This is an optimization exercise on Yosys and OpenROAD, whose aim is small area, not a production implementation.
The RTL was checked by simulation tests, not by an equivalence proof against the original design.
Power is estimated from default activity; no workload was simulated. The clock port is modelled as an ideal driver; clocking choices that lean on that would not hold on a real chip.

==> 09-27 <==
## crc16_walk
module crc16_walk (
    input  wire        clk,
    input  wire        rst,         
    input  wire        cmd_valid,
    input  wire [31:0] cmd,
    output wire        cmd_ready,
    output wire [31:0] rsp
);
clock: 16.0 ns
lec_check: 0
abc_area: 1
cap_margin: 20
core_margin: 2
core_utilization: 65
slew_margin: 20
standard.sh (not shown) runs the stock make flow with config.mk's settings and CLKGATE_MAP_FILE= SYNTH_SCRIPT=/design/flow/synth_recipe.tcl, a recipe that flattens the netlist after the stock synthesis.
==> flow/flow/run.sh <==
#!/bin/bash
# The standard layout (standard.sh) with these changes:
#  - CTS without dummy loads, clustering up to 30 flip-flops within 80 um;
#  - port buffers of the smallest buffer cell (every port still gets one).
# standard.sh's own output goes to standard.log; ORFS keeps each step's log
# under orfs/logs.
set -euo pipefail
rm -rf scripts
cp -r "$FLOW_HOME/scripts" scripts
cp flow/abc_area.script scripts/abc_area.script
export SCRIPTS_DIR="$PWD/scripts"
export CTS_ARGS="-sink_clustering_enable -repair_clock_nets -dont_use_dummy_load -sink_clustering_size 30 -sink_clustering_max_diameter 80"
export BUFFER_PORTS_ARGS="-buffer_cell sky130_fd_sc_hd__buf_1"
bash standard.sh > standard.log 2>&1
==> flow/flow/abc_area.script <==
strash
dc2
&get -n
&st
&synch2
&dch -f
&nf -R 1000
&put
topo
dnsize -c
==> 06-22: changes against 09-27 <==
==> flow/flow/run.sh (replaced) <==
#!/bin/bash
# The standard layout (standard.sh) with these changes:
#  - CTS without dummy loads, clustering up to 27 flip-flops within 80 um;
#  - port buffers of the smallest buffer cell (every port still gets one).
# standard.sh's own output goes to standard.log; ORFS keeps each step's log
# under orfs/logs.
set -euo pipefail
rm -rf scripts
cp -r "$FLOW_HOME/scripts" scripts
cp flow/abc_area.script scripts/abc_area.script
export SCRIPTS_DIR="$PWD/scripts"
export CTS_ARGS="-sink_clustering_enable -repair_clock_nets -dont_use_dummy_load -sink_clustering_size 27 -sink_clustering_max_diameter 80"
export BUFFER_PORTS_ARGS="-buffer_cell sky130_fd_sc_hd__buf_1"
bash standard.sh > standard.log 2>&1
==> flow/flow/abc_area.script (replaced) <==
strash
dc2
&get -n
&st
&dch -f
&nf -R 1000
&put
topo
dnsize -c
==> 07-14: changes against 09-27 <==
--- a/flow/design.v
+++ b/flow/design.v
@@ -13,20 +13,19 @@
     reg [7:0]  x_or;
     reg [16:0] pos;
     reg [4:0]  l5;         
     reg [2:0]  k3;         
     reg        dir;
     reg [7:0]  rot;
     reg [2:0]  err;
     reg [16:0] rsp_r;      
-    reg [5:0]  hr;         
-    reg [5:0]  wc;         
+    reg [4:0]  ph;         
+    reg [4:0]  wc;         
     reg [7:0]  cnt;        
-    reg        dn;         
     assign rsp = {15'd0, rsp_r};
     function [7:0] rotl8(input [7:0] v, input [2:0] n);
         rotl8 = (v << n) | (v >> (4'd8 - {1'b0, n}));
     endfunction
     function [15:0] crc_byte(input [15:0] r0, input [7:0] b);
         integer i;
         reg [15:0] r;
         begin
@@ -89,148 +88,120 @@
     wire posf  = k_sw & ((|pos[16:8]) | (pos[7:3] > l5));
     wire [2:0] fault = undef ? 3'd1 : rsv ? 3'd2 : regf ? 3'd3 :
                        valf ? 3'd4 : adrf ? 3'd5 : posf ? 3'd6 : 3'd0;
     wire ok    = (fault == 3'd0);
     wire noerr = (err == 3'd0);
     wire slow   = ok & (noerr ? (k_mem | k_crcr | k_sw) : k_ldb);
     wire active = cmd_valid & slow;
     wire [7:0] addr = k_sw ? pos[7:0] : k_crcr ? cnt : cmd[15:8];
-    wire       bmatch = (hr == addr[5:0]);
-    wire       kmatch = (hr == cmd[13:8]);
-    wire       act    = active & ~dn & (k_stk ? kmatch : bmatch);
+    wire       bmatch = (ph == addr[4:0]);
+    wire       kmatch = (ph[2:0] == cmd[10:8]);
+    wire       match  = k_stk ? kmatch : bmatch;
     reg [2:0] kring;
     always @(*) begin
         case (k3)
             3'd0: kring = 3'd0;
             3'd1: kring = pos[7:3] % 5'd2;
             3'd2: kring = pos[7:3] % 5'd3;
             3'd3: kring = pos[7:3] % 5'd4;
             3'd4: kring = pos[7:3] % 5'd5;
             3'd5: kring = pos[7:3] % 5'd6;
             3'd6: kring = pos[7:3] % 5'd7;
             default: kring = pos[7:3] % 5'd8;
         endcase
     end
-    wire [31:0]  bheads;
-    wire [63:0]  ktaps;
-    wire [2:0]   ktap  = hr[5:3] - kring;
-    wire [7:0]   bhead = bheads[addr[7:6]*8 +: 8];
-    wire [7:0]   khead = ktaps[ktap*8 +: 8];
+    wire [63:0]  bheads;
+    wire [63:0]  kheads;
+    wire [7:0]   bhead = bheads[addr[7:5]*8 +: 8];
+    wire [7:0]   khead = kheads[kring*8 +: 8];
     wire         bwe;
     wire [7:0]   bwd;
-    wire         kwe = act & k_stk;
+    wire         kwe = active & k_stk & kmatch;
     genvar j;
     generate
-        for (j = 0; j < 4; j = j + 1) begin : gbuf
-            reg [511:0] r;
+        for (j = 0; j < 8; j = j + 1) begin : gbuf
+            reg [255:0] r;
             always @(posedge clk)
-                r <= {(bwe && addr[7:6] == j) ? bwd : r[7:0], r[511:8]};
+                r <= {(bwe && addr[7:5] == j) ? bwd : r[7:0], r[255:8]};
             assign bheads[j*8 +: 8] = r[7:0];
         end
-    endgenerate
-    reg [511:0] kr;
-    always @(posedge clk)
-        kr <= {kwe ? cmd[7:0] : kr[7:0], kr[511:8]};
-    generate
-        for (j = 0; j < 8; j = j + 1) begin : gtap
-            assign ktaps[j*8 +: 8] = kr[j*64 +: 8];
+        for (j = 0; j < 8; j = j + 1) begin : gkey
+            reg [63:0] r;
+            always @(posedge clk)
+                r <= {(kwe && cmd[13:11] == j) ? cmd[7:0] : r[7:0], r[63:8]};
+            assign kheads[j*8 +: 8] = r[7:0];
         end
     endgenerate
     wire       enc = ~op[0];                   
     wire [7:0] u   = x_or ^ (enc ? 8'd0 : bhead);
     wire [7:0] bs  = khead ^ u;
     wire [7:0] rin = bhead ^ (enc ? bs : 8'd0);
-    wire [2:0] rs  = k_rotc ? cmd[2:0] : (bs[2:0] - bs[6:4]);
-    wire [2:0] ra  = op[0] ? (3'd0 - rs) : rs;
+    wire [2:0] ra  = k_rotc ? (op[0] ? 3'd0 : cmd[2:0]) : (enc ? bs[2:0] : bs[6:4]);
+    wire [2:0] rb  = k_rotc ? (op[0] ? cmd[2:0] : 3'd0) : (enc ? bs[6:4] : bs[2:0]);
     wire [7:0] rv  = k_rotc ? (cmd[16] ? rot : cmd[15:8]) : rin;
-    wire [7:0] rr  = rotl8(rv, ra);
+    wire [7:0] rr  = rotl8(rv, ra - rb);
     wire [7:0] wout = rr ^ (enc ? 8'd0 : bs);
-    wire [7:0] x_nx = x_or ^ (enc ? rr : bhead);
-    assign bwe = act & (k_stb | k_sw);
+    wire [7:0] x_nx = x_or ^ (enc ? wout : bhead);
+    assign bwe = active & bmatch & (k_stb | k_sw);
     assign bwd = k_stb ? cmd[7:0] : wout;
     wire        crc_first = k_crcr & (cnt == 8'd0);
-    wire [15:0] crc_in = crc_first ? CRC_SEED : crc;
-    wire [7:0]  ct = crc_in[15:8] ^ (k_crcr ? bhead : cmd[7:0]);
-    wire        cA = ct[0] ^ ct[1] ^ ct[3] ^ ct[4] ^ ct[6] ^ ct[7];
-    wire        cB = ct[1] ^ ct[2] ^ ct[4] ^ ct[5] ^ ct[7];
-    wire [7:0]  clo = {cA,
-                       ct[1] ^ ct[2] ^ ct[4] ^ ct[5],
-                       ct[0] ^ ct[1] ^ ct[3] ^ ct[4],
-                       ct[1] ^ ct[2] ^ ct[4] ^ ct[6] ^ ct[7],
-                       ct[0] ^ ct[1] ^ ct[3] ^ ct[5] ^ ct[6],
-                       ct[1] ^ ct[2] ^ ct[3] ^ ct[5] ^ ct[6],
-                       cB ^ ct[0],
-                       1'b0};
-    wire [15:0] crc_nx = {crc_in[7:0] ^ {cA, cB, cA, cB, cA, cB, cA, cB}, clo};
+    wire [15:0] crc_nx = crc_byte(crc_first ? CRC_SEED : crc, k_crcr ? bhead : cmd[7:0]);
     wire [7:0] lnm1 = {l5, 3'b111};
-    wire [7:0] st_in  = k_dinit ? {5'd0, iv} : pos[7:0];
-    wire       down   = k_dinit ? ~cmd[8] : (dir ^ op[0]);
-    wire [7:0] st_add = st_in + (down ? 8'hFF : 8'h01);
-    wire [7:0] pos_nx = down ? ((st_in == 8'd0) ? lnm1 : st_add)
-                             : ((st_in == lnm1) ? 8'd0 : st_add);
+    wire       down = dir ^ op[0];
+    wire [7:0] pos_nx = down ? ((pos[7:0] == 8'd0) ? lnm1 : pos[7:0] - 8'd1)
+                             : ((pos[7:0] == lnm1) ? 8'd0 : pos[7:0] + 8'd1);
+    wire [7:0] dpos = cmd[8] ? ((iv == 3'd7 && l5 == 5'd0) ? 8'd0 : {5'd0, iv} + 8'd1)
+                             : ((iv == 3'd0) ? lnm1 : {5'd0, iv} - 8'd1);
     reg [16:0] reg_val;
     always @(*) begin
         case (f_r[3:0])
             4'd0:    reg_val = {1'b0, crc};
             4'd1:    reg_val = {9'd0, x_or};
             4'd2:    reg_val = pos;
             4'd3:    reg_val = {8'd0, {1'b0, l5} + 6'd1, 3'd0};
             4'd4:    reg_val = {10'd0, {1'b0, k3} + 4'd1, 3'd0};
             4'd5:    reg_val = {16'd0, dir};
             4'd6:    reg_val = {9'd0, rot};
             4'd7:    reg_val = {14'd0, iv};
             4'd8:    reg_val = {16'd0, par};
             4'd9:    reg_val = {9'd0, x0};
             default: reg_val = {14'd0, err};
         endcase
     end
-    wire multi = k_walk | k_crcr;
-    wire last  = multi ? (cnt == lnm1) : 1'b1;
-    wire run   = multi & (cnt != 8'd0) & ~dn;      
-    wire done  = dn | (act & last);
-    assign cmd_ready = ~(cmd_valid & slow & ~((wc == 6'd63) & done));
+    wire last_win = (k_walk | k_crcr) ? (cnt == lnm1) : 1'b1;
+    wire done     = (wc == 5'd31) & last_win;
+    assign cmd_ready = ~(cmd_valid & slow & ~done);
     wire acc = cmd_valid & cmd_ready & ~rst;
     always @(posedge clk)
-        hr <= hr + 6'd31;
+        ph <= ph + 5'd1;
     always @(posedge clk) begin
-        if (~active | acc) begin
-            wc  <= 6'd0;
-            cnt <= 8'd0;
-            dn  <= 1'b0;
-        end else begin
-            if (~((run | (act & multi)) & ~(act & last)))
-                wc <= wc + 6'd1;
-            if (k_ldb & bmatch)
-                cnt <= bhead;
-            else if (act)
-                cnt <= cnt + 8'd1;
-            if (act & last)
-                dn <= 1'b1;
-        end
+        wc  <= active ? wc + 5'd1 : 5'd0;
+        cnt <= (~active | acc) ? 8'd0 :
+               (k_ldb & bmatch) ? bhead : cnt + {7'd0, wc == 5'd31};
     end
     always @(posedge clk) begin
         if (rst) begin
             crc   <= CRC_SEED;
             x_or  <= 8'd0;
             pos   <= 17'd0;
             l5    <= 5'd0;
             k3    <= 3'd0;
             dir   <= 1'b0;
             rot   <= 8'd0;
             err   <= 3'd0;
             rsp_r <= 17'd0;
         end else begin
             if (active) begin
-                if (k_crcr && act)
+                if (k_crcr && bmatch)
                     crc <= crc_nx;
-                if (k_sw && act) begin
+                if (k_sw && bmatch)
                     x_or <= x_nx;
-                    pos  <= {9'd0, pos_nx};
-                end
+                if (k_sw && wc == 5'd31)
+                    pos <= {9'd0, pos_nx};
                 if (acc && k_ldb)
                     rsp_r <= {9'd0, bmatch ? bhead : cnt};
             end else if (acc) begin
                 if (!noerr) begin
                     if (ok && k_rst) begin
                         crc <= CRC_SEED; x_or <= 8'd0; pos <= 17'd0;
                         l5 <= 5'd0; k3 <= 3'd0; dir <= 1'b0;
                         rot <= 8'd0; err <= 3'd0; rsp_r <= 17'd0;
@@ -267,15 +238,15 @@
                     if (k_einit) begin
                         pos  <= {14'd0, iv};
                         dir  <= par;
                         x_or <= x0;
                     end
                     if (k_dinit) begin
                         dir  <= cmd[8];
                         x_or <= cmd[7:0];
-                        pos  <= {9'd0, pos_nx};
+                        pos  <= {9'd0, dpos};
                     end
                 end
             end
         end
     end
 endmodule
==> flow/run.sh (new file) <==
#!/bin/bash
# synth_recipe.tcl (not shown) runs the flow's synth.tcl, then flattens the netlist and writes it again
# the make line also repeats each setting of config.mk as NAME=value (left out here)
make -C /OpenROAD-flow-scripts/flow DESIGN_CONFIG=/design/flow/config.mk WORK_HOME=/design/flow/orfs CLKGATE_MAP_FILE= SYNTH_SCRIPT=/design/flow/synth_recipe.tcl finish
- ABC_AREA: 1 -> unset
- CORE_UTILIZATION: 65 -> 40
removed: flow/flow/run.sh
removed: flow/flow/abc_area.script
removed: flow/standard.sh
==> run summary <==
- Clock power: 07-14 > 06-22 > 09-27.
- Fmax: 09-27 is higher than 06-22 (6.6%).
- Register-to-register slack, lowest first: 06-22, 07-14, 09-27.
- Global-route usage: 06-22 > 09-27 > 07-14.
- The highest non-clock buffer count belongs to 07-14, the lowest to 06-22.
- 06-22 ran to the end with no violations. 09-27 completed with no timing, DRC or antenna violations. 07-14 completed without violations.
- Of 06-22 and 09-27, 06-22 has the higher area after synthesis (gap about 0.44%, measured against 09-27).
==> figures <==
quantity                                                          09-27       06-22       07-14
Outcome                                        timing/DRC/antenna clean  timing/DRC/antenna clean  timing/DRC/antenna clean
Fraction of the mapped netlist area in simple logic gates        0.0470      0.0406      0.0576
Non-clock inverter total of the final layout                         41          47          64
Clock-pin slew on the worst setup and hold paths                0.11 ns     0.10 ns     0.06 ns
Combinational Power                                              341 uW      665 uW      380 uW
Combined area of all synthesized cells                       62,000 um2  62,300 um2  65,200 um2
Sequential logic power                                          6630 uW     6680 uW     6620 uW
Routed wire per std cell                                        19.0 um     21.4 um     18.0 um
Clock distribution area overhead in the final layout             0.0383      0.0417       0.106
Area of the multi-input gates                                  8580 um2    8870 um2  11,100 um2
Latest clock arrival within the worst-skew pair                 0.71 ns     0.76 ns     0.86 ns
Sum of met3 wire segment lengths after detailed routing         6000 um     7280 um     7180 um
Tap cell instance count                                           1,265       1,265       2,175
Relative area of non-clock buffer cells in the final design     0.00804     0.00717      0.0124

[separate check: timing with driven ports]
No port has a modelled driver above. Below, the same layouts with a new extraction and two added sets of constraints. Step 1: set_driving_cell puts a clkbuf_16 on clk and a buf_2 on each other input, an assumption about the parent block. Step 2 moves the port delays by t, midway between the first and last clock arrival at a register: inputs arrive t later, outputs are due t later. That takes back most of the time a late clock gives input paths. Three values: no drivers, after step 1, after step 2; two values: the first two.
run | t (ns) | setup slack, ns | worst data-port slew with drivers (ns)
09-27 | 0.740 | 3.513 / 3.513 / 3.513 | 0.09
06-22 | 0.772 | 2.687 / 2.687 / 2.687 | 0.05
07-14 | 0.889 | 2.794 / 2.794 / 2.794 | 0.20
After both steps setup and hold are still met in every run listed.
